Background: an optimization exercise with open tools, aiming at small area. Do not read the settings as production practice. In this exercise RTL edits were held to simulation tests only and were not proved equivalent to the original. Power is estimated from default activity; no workload was simulated.

==> flow/design.v <==
module pwm_cmd_rom (
    input  wire [15:0] sr,      
    input  wire [4:0]  z,       
    output wire        hit,     
    output wire [3:0]  f_start, 
    input  wire [3:0]  f,       
    input  wire [4:0]  n,       
    output wire        f_bit,   
    output wire [4:0]  f_len,   
    output wire [3:0]  f_next   
);
    wire k_00001f05 = (z == 5'd16) && (sr == 16'h1f05);
    wire k_0000abcd = (z == 5'd16) && (sr == 16'habcd);
    wire k_0000e70e = (z == 5'd16) && (sr == 16'he70e);
    wire k_0000e716 = (z == 5'd16) && (sr == 16'he716);
    wire k_0000e72a = (z == 5'd16) && (sr == 16'he72a);
    wire k_0000e731 = (z == 5'd16) && (sr == 16'he731);
    wire k_8000b3c1 = (z == 5'd15) && (sr == 16'hb3c1);
    assign hit = k_00001f05 | k_0000abcd | k_0000e70e | k_0000e716 | k_0000e72a | k_0000e731 | k_8000b3c1;
    assign f_start[0] = k_00001f05 | k_0000e72a;
    assign f_start[1] = k_0000e70e | k_0000e716 | k_0000e72a | k_8000b3c1;
    assign f_start[2] = k_0000e70e | k_0000e72a | k_0000e731;
    assign f_start[3] = k_00001f05 | k_0000e731 | k_8000b3c1;
    assign f_len[0] = (f[0] & !f[3]) | (f[2]) | (!f[0] & f[3]) | (!f[0] & f[1]);
    assign f_len[1] = (!f[0] & !f[1] & !f[2]) | (f[0] & f[1] & !f[2] & !f[3]) | (f[0] & !f[1] & f[2]) | (!f[0] & f[1] & f[3]);
    assign f_len[2] = (f[0] & !f[1] & !f[2] & f[3]) | (!f[0] & f[1] & !f[2]) | (!f[0] & !f[1] & f[2]) | (f[1] & f[2] & !f[3]);
    assign f_len[3] = (!f[0] & f[1] & f[3]);
    assign f_len[4] = (f[1] & !f[3]) | (!f[1] & f[2]) | (!f[0] & !f[2] & f[3]);
    assign f_next[0] = (!f[0]) | (!f[1] & !f[3]) | (!f[2] & f[3]);
    assign f_next[1] = (f[0] & !f[1]) | (!f[0] & f[1]) | (!f[2] & f[3]);
    assign f_next[2] = (f[0] & !f[2]) | (!f[0] & f[2]) | (!f[1] & f[3]) | (f[0] & !f[1]);
    assign f_next[3] = (f[0] & !f[1]) | (f[1] & f[2]) | (f[3]);
    assign f_bit = (!f[0] & f[1] & !f[2] & f[3]) | (n[0] & !n[1] & !n[2] & !n[4] & !f[0] & f[1]) | (!n[0] & !n[1] & n[2] & !n[3] & !f[2]) | (n[2] & n[4] & !f[2]) | (!n[1] & n[2] & n[3] & f[0] & !f[2]) | (n[2] & n[4] & !f[1]) | (!n[1] & n[2] & n[3] & f[0] & !f[1]) | (n[0] & n[2] & !n[3] & f[0] & f[1] & f[2]) | (n[0] & !n[1] & !n[2] & n[3] & f[1] & f[2]) | (n[2] & n[4] & f[0]) | (!n[0] & !n[3] & !n[4] & !f[1] & f[2] & f[3]) | (n[1] & n[2] & n[3] & !f[0] & !f[3]) | (n[1] & n[4] & f[0] & !f[1]) | (n[1] & !n[2] & !n[3] & f[0] & f[1] & !f[2]) | (!n[0] & !n[2] & n[3] & !f[0] & f[2] & !f[3]) | (!n[3] & !n[4] & !f[0] & !f[1] & f[2] & f[3]) | (!n[2] & !n[3] & !n[4] & f[0] & !f[1] & f[2] & !f[3]) | (n[0] & f[0] & !f[1] & !f[2]) | (n[0] & !n[1] & !n[2] & !n[4] & !f[0] & f[2]) | (n[1] & n[4] & !f[2] & f[3]) | (n[0] & !n[2] & f[1] & f[3]) | (!n[0] & n[2] & f[1] & f[3]) | (n[1] & n[2] & n[3] & f[1] & f[2]) | (!n[0] & !f[0] & !f[1] & !f[2] & !f[3]) | (!n[1] & n[2] & n[3] & !f[1] & !f[2]) | (n[1] & n[2] & n[3] & !f[0] & f[2]) | (n[1] & !n[2] & !n[3] & !n[4] & !f[0] & f[1] & f[2] & !f[3]) | (!n[0] & !n[1] & n[2] & f[0] & !f[1]) | (!n[1] & f[0] & !f[1] & !f[2] & f[3]) | (!n[0] & n[1] & n[3] & !f[0] & !f[3]) | (n[0] & !n[1] & n[3] & !f[0] & f[1] & f[2]) | (!n[0] & n[1] & n[3] & f[0] & f[1] & f[2]) | (n[0] & n[1] & n[2] & !f[0] & f[1] & !f[2]) | (!n[0] & n[1] & n[3] & !f[0] & !f[1] & f[2]) | (!n[0] & !n[1] & !n[2] & !n[3] & !n[4] & !f[1] & f[2]);
endmodule
module pwm_codec (
    input  wire clk,
    input  wire rst,         
    input  wire bus_in,
    output wire bus_drive
);
    localparam [1:0] PH_HIGH   = 2'd0;    
    localparam [1:0] PH_LOW    = 2'd1;    
    localparam [1:0] PH_BIT    = 2'd2;    
    localparam [1:0] PH_SETTLE = 2'd3;    
    localparam [3:0] F_INIT0 = 4'd0;
    localparam [3:0] F_NONE  = 4'd15;    
    reg  [14:0] c;
    reg  [1:0]  ph;
    reg         drv;
    reg  [3:0]  f;
    reg  [4:0]  q;       
    reg  [15:0] sr;
    assign bus_drive = drv;
    wire        rx_mode = (f == F_NONE);
    wire        tov     = c[14];
    wire        in_mp   = !ph[1];
    wire        mp_done = in_mp && (tov || (ph[0] && bus_in));
    wire w_ge6   = (c[13:7] >= 7'd3);            
    wire w_ge50  = (c[13:7] >= 7'd25);           
    wire w_ge220 = (c[13:8] >= 6'd55);           
    wire idle    = tov || w_ge220;
    wire noise   = !tov && !w_ge6;
    wire rbit    = w_ge50;
    wire per_end  = &{c[13:9], c[6:0]};                        
    wire mark_end = f_bit ? &{c[13], c[11], c[7], c[4:0]}      
                          : &{c[10:9], c[5:0]};                
    wire retry_out = q[4] & q[3] & q[0];                       
    wire       hit;
    wire [3:0] f_start;
    wire       f_bit;
    wire [4:0] f_len;
    wire [3:0] f_next;
    pwm_cmd_rom u_rom (
        .sr(sr), .z(q), .hit(hit), .f_start(f_start),
        .f(f), .n(q), .f_bit(f_bit), .f_len(f_len), .f_next(f_next)
    );
    always @(posedge clk) begin
        if (rst) begin
            c   <= 15'd0;
            ph  <= PH_HIGH;
            drv <= 1'b0;
            f   <= F_INIT0;
            q   <= 5'd16;
            sr  <= 16'd0;
        end else begin
            c <= c + 15'd1;
            case (ph)
                PH_HIGH, PH_LOW: begin
                    if (mp_done) begin
                        c  <= 15'd0;
                        ph <= PH_HIGH;
                        if (rx_mode) begin
                            if (idle) begin
                                sr <= 16'd0;
                                q  <= 5'd16;
                                if (hit)
                                    f <= f_start;
                            end else if (noise) begin
                                q <= 5'd31;
                            end else if (q != 5'd31) begin
                                sr <= {sr[14:0], rbit};
                                if (sr[15])
                                    q <= 5'd0;
                                else if (!q[4])
                                    q <= q + 5'd1;
                            end
                        end else if (tov) begin
                            ph  <= PH_BIT;
                            drv <= 1'b1;
                            q   <= f_len;
                        end else begin
                            q <= q + 5'd1;
                            if (retry_out) begin
                                if (f == F_INIT0) begin
                                    ph <= PH_SETTLE;      
                                    q  <= 5'd0;
                                end else begin
                                    f <= f_next;
                                    q <= 5'd16;
                                end
                            end
                        end
                    end else if (!ph[0] && !bus_in) begin
                        c  <= 15'd0;
                        ph <= PH_LOW;
                    end
                end
                PH_BIT: begin
                    if (mark_end)
                        drv <= 1'b0;
                    if (per_end) begin
                        c <= 15'd0;
                        if (q == 5'd0) begin
                            ph <= PH_SETTLE;
                            q  <= (f == F_INIT0) ? 5'd4 : 5'd3;
                        end else begin
                            q   <= q - 5'd1;
                            drv <= 1'b1;
                        end
                    end
                end
                default: begin   
                    if (per_end) begin
                        c <= 15'd0;
                        q <= q - 5'd1;
                        if (q == 5'd0) begin
                            ph <= PH_HIGH;
                            f  <= f_next;
                            q  <= 5'd16;
                        end
                    end
                end
            endcase
        end
    end
endmodule
Settings: LEC_CHECK=0, CAP_MARGIN=20, CORE_MARGIN=2, CORE_UTILIZATION=40, SLEW_MARGIN=20; clock period 62.5 ns.
standard.sh (not shown) runs the stock make flow with config.mk's settings and CLKGATE_MAP_FILE= SYNTH_SCRIPT=/design/flow/synth_recipe.tcl, a recipe that flattens the netlist after the stock synthesis.
==> flow/flow/run.sh <==
#!/bin/bash
# Layout flow: the standard synthesis; then the combinational logic between
# the flip-flops is mapped again by ABC with an area-oriented script (the
# flip-flops keep their instances, names and cell types), proven equivalent
# to the standard netlist, and laid out by the standard flow from
# floorplan to finish, with the options in flow/cts.args and flow/ports.args. Each
# tool writes its output to its own log here.
set -euo pipefail
here=$(pwd)
R=$here/orfs/results/$FLOW_PLATFORM/pwm_codec/base
LIB=$FLOW_HOME/platforms/$FLOW_PLATFORM/lib/sky130_fd_sc_hd__tt_025C_1v80.lib
YOSYS=$(command -v yosys || true)
[[ -n "$YOSYS" ]] || YOSYS=$FLOW_HOME/../tools/install/yosys/bin/yosys

bash standard.sh synth > synth.log 2>&1
cp "$R/1_2_yosys.v" std_synth.v

python3 flow/resyn.py std_synth.v resyn.v "$FLOW_TOP" "$LIB" "$YOSYS" 3 60 > resyn.log 2>&1
bash flow/eqcheck.sh std_synth.v resyn.v "$FLOW_TOP" "$YOSYS" > eqcheck.log 2>&1

cp resyn.v "$R/1_2_yosys.v"
# clock tree options (flow/cts.args: the standard ones, without dummy loads and
# with small buffers) and the port buffer cell (flow/ports.args)
bash standard.sh "CTS_ARGS=$(cat flow/cts.args)" "BUFFER_PORTS_ARGS=$(cat flow/ports.args)" finish > layout.log 2>&1
==> flow/flow/resyn.py <==
#!/usr/bin/env python3
"""Map the combinational logic of a synthesised sky130hd netlist again, for area.

usage: resyn.py STD.v OUT.v TOP LIB YOSYS [NSEEDS [SECONDS]]

Every combinational cell of STD.v is replaced by its function (from the
liberty), the flip-flops stay as they are (same instances, names and cell
types), and ABC maps the logic between them again with area-oriented
scripts (&deepsyn with a few seeds, and a plain &dch/&nf mapping); the
smallest result is kept. Writes OUT.v, then checks that the flip-flops and ports are unchanged.
"""
import re, subprocess, sys

std, out, top, lib, yosys = sys.argv[1:6]
NSEEDS = int(sys.argv[6]) if len(sys.argv) > 6 else 3
DEEP_T = int(sys.argv[7]) if len(sys.argv) > 7 else 60
libtext = open(lib).read()
nl = open(std).read()
used = set(re.findall(r'^\s*(sky130_fd_sc_hd__\w+)\s', nl, re.M))
SEQ = re.compile(r'sky130_fd_sc_hd__(df|edf|sdf|sedf|dl)')

def block(text, start):
    i, depth = start, 1
    while depth:
        if text[i] == '{': depth += 1
        elif text[i] == '}': depth -= 1
        i += 1
    return text[start:i]

models = []
dont_use = []
for m in re.finditer(r'\n\s*cell\s*\(\s*"?(sky130_fd_sc_hd__\w+)"?\s*\)\s*\{', libtext):
    name = m.group(1)
    if 'lpflow' in name or 'probe' in name:
        dont_use.append(name)
    body = block(libtext, m.end())
    pins = []
    for pm in re.finditer(r'\n\s*pin\s*\(\s*"?(\w+)"?\s*\)\s*\{', body):
        pb = block(body, pm.end())
        d = re.search(r'direction\s*:\s*"?(\w+)', pb).group(1)
        f = re.search(r'\bfunction\s*:\s*"([^"]*)"', pb)
        pins.append((pm.group(1), d, f.group(1) if f else None))
    seq = SEQ.match(name) is not None
    outs = [p for p, d, f in pins if d != 'input']
    if not outs or (not seq and any(f is None for p, d, f in pins if d != 'input')):
        continue
    if any(d not in ('input', 'output') for p, d, f in pins):
        continue
    if len(set(p for p, d, f in pins)) != len(pins) or name in dont_use:
        continue
    models.append(('(* blackbox *)\n' if seq else '') + 'module %s(%s);' % (name, ', '.join(p for p, _, _ in pins)))
    for p, d, f in pins:
        models.append('  %s %s;' % ('input' if d == 'input' else 'output', p))
    if not seq:
        for p, d, f in pins:
            if d == 'output':
                e = f.replace('!', '~').replace('+', '|').replace('*', '&')
                e = re.sub(r'([\w)])\s+(?=[\w(~])', r'\1 & ', e)
                models.append('  assign %s = %s;' % (p, e))
    models.append('endmodule')
open('cell_models.v', 'w').write('\n'.join(models) + '\n')

du = ' '.join('-dont_use %s' % c for c in dont_use)
SCRIPTS = {'nf': 'strash\n&get -n\n&dch -f\n&nf -R 1000\n&put\n'}
for seed in range(1, NSEEDS + 1):
    SCRIPTS['deep%d' % seed] = ('strash\n&get -n\n&deepsyn -T %d -S %d\n&dch -f\n&nf -R 1000\n&put\n'
                                % (DEEP_T, seed))
procs = {}
for tag, script in SCRIPTS.items():
    open('resyn_%s.abc' % tag, 'w').write(script)
    open('resyn_%s.ys' % tag, 'w').write(f"""read_verilog cell_models.v
read_verilog {std}
hierarchy -top {top}
scratchpad -set flatten.separator @@
flatten
rename -hide w:*@@*
techmap
opt
abc -liberty {lib} {du} -script resyn_{tag}.abc
opt_clean
hilomap -singleton -hicell sky130_fd_sc_hd__conb_1 HI -locell sky130_fd_sc_hd__conb_1 LO
write_verilog -noattr -nohex -nodec resyn_{tag}.v
tee -o resyn_{tag}.stat stat -liberty {lib}
""")
    procs[tag] = subprocess.Popen([yosys, '-s', 'resyn_%s.ys' % tag],
                                  stdout=open('resyn_%s.log' % tag, 'w'), stderr=subprocess.STDOUT)
areas = {}
for tag, p in procs.items():
    if p.wait() == 0:
        st = open('resyn_%s.stat' % tag).read()
        areas[tag] = float(re.search(r'Chip area for module .*?: ([\d.]+)', st).group(1))
print('areas:', areas)
best = min(areas, key=areas.get)
print('best:', best, areas[best])
open(out, 'w').write(open('resyn_%s.v' % best).read())

def flops(text):
    return sorted((c, n) for c, n in re.findall(r'^\s*(sky130_fd_sc_hd__\w+)\s+(\\\S+|\w+)\s*\(', text, re.M)
                  if SEQ.match(c))
def ports(text):
    m = re.search(r'module\s+' + re.escape(top) + r'\s*\((.*?)\);', text, re.S)
    return sorted(x.strip() for x in m.group(1).split(','))
new = open(out).read()
a, b = flops(nl), flops(new)
print('flip-flops: %d standard, %d remapped' % (len(a), len(b)))
if a != b or ports(nl) != ports(new):
    print('MISMATCH in flip-flops or ports')
    sys.exit(1)
bad = [c for c in set(re.findall(r'^\s*(sky130_fd_sc_hd__\w+)\s', new, re.M)) if c in dont_use]
if bad:
    print('dont_use cells used:', bad)
    sys.exit(1)
print('ok')
Other scripts of this flow, unchanged in this note and not shown: flow/flow/cts.args, flow/flow/eqcheck.sh, flow/flow/ports.args
Change:
--- a/flow/flow/run.sh
+++ b/flow/flow/run.sh
@@ -16,5 +16,5 @@
 cp "$R/1_2_yosys.v" std_synth.v
 
-python3 flow/resyn.py std_synth.v resyn.v "$FLOW_TOP" "$LIB" "$YOSYS" 3 60 > resyn.log 2>&1
+python3 flow/resyn.py std_synth.v resyn.v "$FLOW_TOP" "$LIB" "$YOSYS" > resyn.log 2>&1
 bash flow/eqcheck.sh std_synth.v resyn.v "$FLOW_TOP" "$YOSYS" > eqcheck.log 2>&1
 
--- a/flow/flow/resyn.py
+++ b/flow/flow/resyn.py
@@ -2,17 +2,14 @@
 """Map the combinational logic of a synthesised sky130hd netlist again, for area.
 
-usage: resyn.py STD.v OUT.v TOP LIB YOSYS [NSEEDS [SECONDS]]
+usage: resyn.py STD.v OUT.v TOP LIB YOSYS
 
 Every combinational cell of STD.v is replaced by its function (from the
 liberty), the flip-flops stay as they are (same instances, names and cell
-types), and ABC maps the logic between them again with area-oriented
-scripts (&deepsyn with a few seeds, and a plain &dch/&nf mapping); the
-smallest result is kept. Writes OUT.v, then checks that the flip-flops and ports are unchanged.
+types), and ABC maps the logic between them again with an area-oriented
+script. Writes OUT.v, then checks that the flip-flops and ports are unchanged.
 """
 import re, subprocess, sys
 
 std, out, top, lib, yosys = sys.argv[1:6]
-NSEEDS = int(sys.argv[6]) if len(sys.argv) > 6 else 3
-DEEP_T = int(sys.argv[7]) if len(sys.argv) > 7 else 60
 libtext = open(lib).read()
 nl = open(std).read()
@@ -61,13 +58,7 @@
 open('cell_models.v', 'w').write('\n'.join(models) + '\n')
 
+open('resyn.abc', 'w').write('strash\n&get -n\n&dch -f\n&nf -R 1000\n&put\n')
 du = ' '.join('-dont_use %s' % c for c in dont_use)
-SCRIPTS = {'nf': 'strash\n&get -n\n&dch -f\n&nf -R 1000\n&put\n'}
-for seed in range(1, NSEEDS + 1):
-    SCRIPTS['deep%d' % seed] = ('strash\n&get -n\n&deepsyn -T %d -S %d\n&dch -f\n&nf -R 1000\n&put\n'
-                                % (DEEP_T, seed))
-procs = {}
-for tag, script in SCRIPTS.items():
-    open('resyn_%s.abc' % tag, 'w').write(script)
-    open('resyn_%s.ys' % tag, 'w').write(f"""read_verilog cell_models.v
+open('resyn.ys', 'w').write(f"""read_verilog cell_models.v
 read_verilog {std}
 hierarchy -top {top}
@@ -77,21 +68,11 @@
 techmap
 opt
-abc -liberty {lib} {du} -script resyn_{tag}.abc
+abc -liberty {lib} {du} -script resyn.abc
 opt_clean
 hilomap -singleton -hicell sky130_fd_sc_hd__conb_1 HI -locell sky130_fd_sc_hd__conb_1 LO
-write_verilog -noattr -nohex -nodec resyn_{tag}.v
-tee -o resyn_{tag}.stat stat -liberty {lib}
+write_verilog -noattr -nohex -nodec {out}
+stat -liberty {lib}
 """)
-    procs[tag] = subprocess.Popen([yosys, '-s', 'resyn_%s.ys' % tag],
-                                  stdout=open('resyn_%s.log' % tag, 'w'), stderr=subprocess.STDOUT)
-areas = {}
-for tag, p in procs.items():
-    if p.wait() == 0:
-        st = open('resyn_%s.stat' % tag).read()
-        areas[tag] = float(re.search(r'Chip area for module .*?: ([\d.]+)', st).group(1))
-print('areas:', areas)
-best = min(areas, key=areas.get)
-print('best:', best, areas[best])
-open(out, 'w').write(open('resyn_%s.v' % best).read())
+subprocess.run([yosys, '-s', 'resyn.ys'], check=True)
 
 def flops(text):
--- a/flow/config.mk
+++ b/flow/config.mk
@@ -8,4 +8,5 @@
 export CAP_MARGIN = 20
 export CORE_MARGIN = 2
-export CORE_UTILIZATION = 40
+export CORE_UTILIZATION = 65
+export PLACE_DENSITY = 0.8
 export SLEW_MARGIN = 20
=>
- The changed run finished with timing, DRC and antenna clean
- setup slack improved by 0.025 ns
- area after synthesis rose by about 14%
- global-route usage rose by 11 points
- combinational power rose to 2.6 times its value
- cell area rose by about 12%
- clock-buffer cell count stays the same
- die area fell by 29%
- sequential share of layout area fell by 3.7 points
- hold slack got worse by 0.0085 ns

==> static timing again, ports no longer ideal <==
In the flow no input, the clock included, has a driving cell. The finished layouts below were timed again as built, in two steps. Step 1 assumes that a clkbuf_16 drives the clock port and a buf_2 every other input. Step 2 moves the port delays by t, midway between the first and last clock arrival at a register: inputs arrive t later, outputs are due t later. That takes back most of the time a late clock gives input paths. Slacks: ideal ports / drivers / drivers and shift; pairs: ideal ports / drivers.
| run | t, ns | slack for setup (ns) | hold WS [ns] | clock arrival spread, ns | cell pins on the clock port's net |
|---|---|---|---|---|---|
| the first run | 0.324 | 48.394 / 48.403 / 48.080 | 0.482 / 0.482 / 0.482 | 0.021 / 0.021 | 1 |
| the second run | 0.317 | 48.419 / 48.427 / 48.110 | 0.473 / 0.473 / 0.473 | 0.021 / 0.021 | 1 |
After both steps every run listed still meets setup and hold. The setup slack of the first run, which loses most, moves by +0.009 ns with the drivers and by -0.314 ns with both steps.
